This is an optimization exercise on Yosys and OpenROAD, whose aim is small area, a short achievable clock period and few clock cycles per item, not a production implementation. Function was checked by simulation only, so behaviour that the tests miss may differ from the original.

== branch umber ==
Design pga16, start of the top module:
module pga16 (
    input  wire        clk,
    input  wire        rst,           
    input  wire        host_we,
    input  wire [3:0]  host_addr,
    input  wire [31:0] host_wdata,
    output reg  [31:0] host_rdata,
    output wire        mem_valid,
    output wire        mem_we,
    output wire [31:0] mem_addr,
    output wire [7:0]  mem_wdata,
    input  wire        mem_ready,
    input  wire [7:0]  mem_rdata,
    input  wire        mem_err
);
    localparam RN_BUF_BASE = 4'd0;
    localparam RN_BUF_LEN  = 4'd1;
    localparam RN_GAIN     = 4'd2;
    localparam RN_CTRL     = 4'd3;
    localparam RN_CMD      = 4'd4;
    localparam RN_STATUS   = 4'd5;
    localparam RN_PROGRESS = 4'd6;
    localparam ERR_ILLEGAL_CMD = 3'd1;
    localparam ERR_NULL_BUFFER = 3'd2;
    localparam ERR_GAIN_INF    = 3'd3;
    localparam ERR_ADDR_RANGE  = 3'd4;
    localparam ERR_MEM_FAULT   = 3'd5;
    reg [31:0] buf_base;
  ...
Size in the first run: roughly 2600 cells after synthesis, roughly 120 I/O pins, about 21000 sq um of cells after synthesis.
Settings: LEC_CHECK=0, ABC_AREA=1, CAP_MARGIN=20, CORE_MARGIN=2, CORE_UTILIZATION=40, SLEW_MARGIN=20; clock period 33.0 ns.
standard.sh (not shown) runs the stock make flow with config.mk's settings and CLKGATE_MAP_FILE= SYNTH_SCRIPT=/design/flow/synth_recipe.tcl, a recipe that flattens the netlist after the stock synthesis.
==> flow/flow/run.sh <==
#!/bin/bash
set -euo pipefail
bash standard.sh BUFFER_PORTS_ARGS="-buffer_cell sky130_fd_sc_hd__buf_2" finish > make_finish.log 2>&1
Testbench counts of branch umber, summed over its fixed seeds: cycles 36,384, windows 8,872.
diff inputs: branch umber => branch maple
diff --git a/flow/design.v b/flow/design.v
--- a/flow/design.v
+++ b/flow/design.v
@@ -634,32 +634,28 @@
         end
     endgenerate
     wire [14:0] atg    = mk[14:0] & ~mk[15:1];        
     wire        guard  = |(atg & p[14:0]);
     wire        lsb    = |(atg & p[15:1]);
     wire        sticky = |(mk[14:1] & p[13:0]);
     wire        rup    = guard & (sticky | lsb);
     wire [39:0] qv = {p[39:15], p[14:0] | mk[14:0]};
     wire [39:0] c;                                   
-    wire [4:0]  blk;                                 
     wire [5:0]  cb;
     assign cb[0] = rup;
     generate
         for (i = 0; i < 5; i = i + 1) begin : g_blk
-            assign blk[i]  = &qv[8*i+7:8*i];
-            assign cb[i+1] = cb[i] & blk[i];
-            wire [7:0] pw;
-            assign pw[0] = 1'b1;
+            assign cb[i+1] = cb[i] & (&qv[8*i+7:8*i]);
+            assign c[8*i] = cb[i];
             genvar j;
             for (j = 1; j < 8; j = j + 1) begin : g_pw
-                assign pw[j] = pw[j-1] & qv[8*i+j-1];
+                assign c[8*i+j] = c[8*i+j-1] & qv[8*i+j-1];
             end
-            assign c[8*i+7:8*i] = pw & {8{cb[i]}};
         end
     endgenerate
     wire [39:0] t  = qv ^ c;
     wire [39:0] tm = {t[39:15], t[14:0] & ~mk[14:0]};
     wire [70:0] e  = {{15{p[39]}}, tm, 16'd0};
     wire [5:0]  s8 = {sh[5:3] + {2'b00, hi}, sh[2:0]};
     wire [38:0] e5 = s8[5] ? e[70:32] : e[38:0];
     wire [22:0] e4 = s8[4] ? e5[38:16] : e5[22:0];
     wire [14:0] e3 = s8[3] ? e4[22:8] : e4[14:0];
@@ -755,22 +751,35 @@
         reg t;
         begin
             t = 1'b1;
             for (k = 0; k < 31; k = k + 1) begin
                 inc31[k] = a[k] ^ t;
                 t = t & a[k];
             end
         end
     endfunction
+    function [30:0] inc31f(input [30:0] a);
+        integer k;
+        reg t, bc;
+        begin
+            bc = 1'b1;
+            for (k = 0; k < 31; k = k + 1) begin
+                if (k % 8 == 0) t = bc;
+                inc31f[k] = a[k] ^ t;
+                t = t & a[k];
+                if (k % 8 == 7) bc = bc & (&a[k -: 8]);
+            end
+        end
+    endfunction
     wire acc_ok = act && mem_ready;
     assign mem_valid = act;
     assign mem_we    = ph[1];
-    wire [30:0] ad_inc = inc31(ad[31:1]);
+    wire [30:0] ad_inc = inc31f(ad[31:1]);
     assign mem_addr  = {(ph[0] & ad[0]) ? ad_inc : ad[31:1], ad[0] ^ ph[0]};
     wire [31:0] mac;
     pga16_mac u_mac (
         .b   (mem_rdata ^ {8{w_sg}}),
         .hi  (ph[0]),
         .m   (w_m),
         .acc (ph[0] ? pr[39:16] : (w_sg ? w_m : 24'd0)),
         .sum (mac)
     );
--- outcome ---
Compared to branch umber, branch maple leaves more free space in the core. When branch maple is measured against branch umber, its global-route track usage on met2 turns out 1.5 points lower. Taking branch umber as the reference point, the global routing usage summed across all routing layers of branch maple rises by 0.30 points. CTS buffer count for branch maple: 3 up relative to branch umber. In the metrics for branch umber and branch maple, the one carrying the higher met3 wirelength from detailed routing is branch maple. Final setup slack of the worst path: branch maple vs branch umber down 410 ps. Depth of the worst hold-timing path came out exactly the same in branch umber and branch maple. Going from branch umber to branch maple, die outline area saw little to no change, worst setup slack after placement fell 520 ps, worst path arrival time picked up an extra 410 ps. The sequential share of layout area on branch maple is in line with that on branch umber. Initial antenna violation count ends up lower on branch maple. The lower total wirelength of the detailed-routed design of branch umber and branch maple is in branch umber.
Testbench counts of branch maple, summed over its fixed seeds: cycles 36,384, windows 8,872.

## re-timing with driven ports
The flow's constraints put no driver on any port. The routed layouts listed below were extracted and timed again, unchanged, in two steps. Step 1: set_driving_cell puts a clkbuf_16 on clk and a buf_2 on each other input, an assumption about the parent block. Step 2 moves the port delays by t, midway between the first and last clock arrival at a register: inputs arrive t later, outputs are due t later. That takes back most of the time a late clock gives input paths. a / b / c = ideal ports / drivers / drivers and shift; a / b = the first two.
run	t (ns)	slack for setup (ns)	worst setup path at the end	latest minus earliest clock arrival (ns)	cell pins on the clock port's net
branch umber	0.663	17.808 / 17.736 / 17.736	input to output	0.014 / 0.014	1
branch maple	0.595	17.400 / 17.381 / 17.381	input to output	0.025 / 0.026	1
After both steps setup and hold are still met in every run listed. The setup slack of branch umber, which loses most, moves by -0.072 ns with the drivers and by -0.072 ns with both steps.
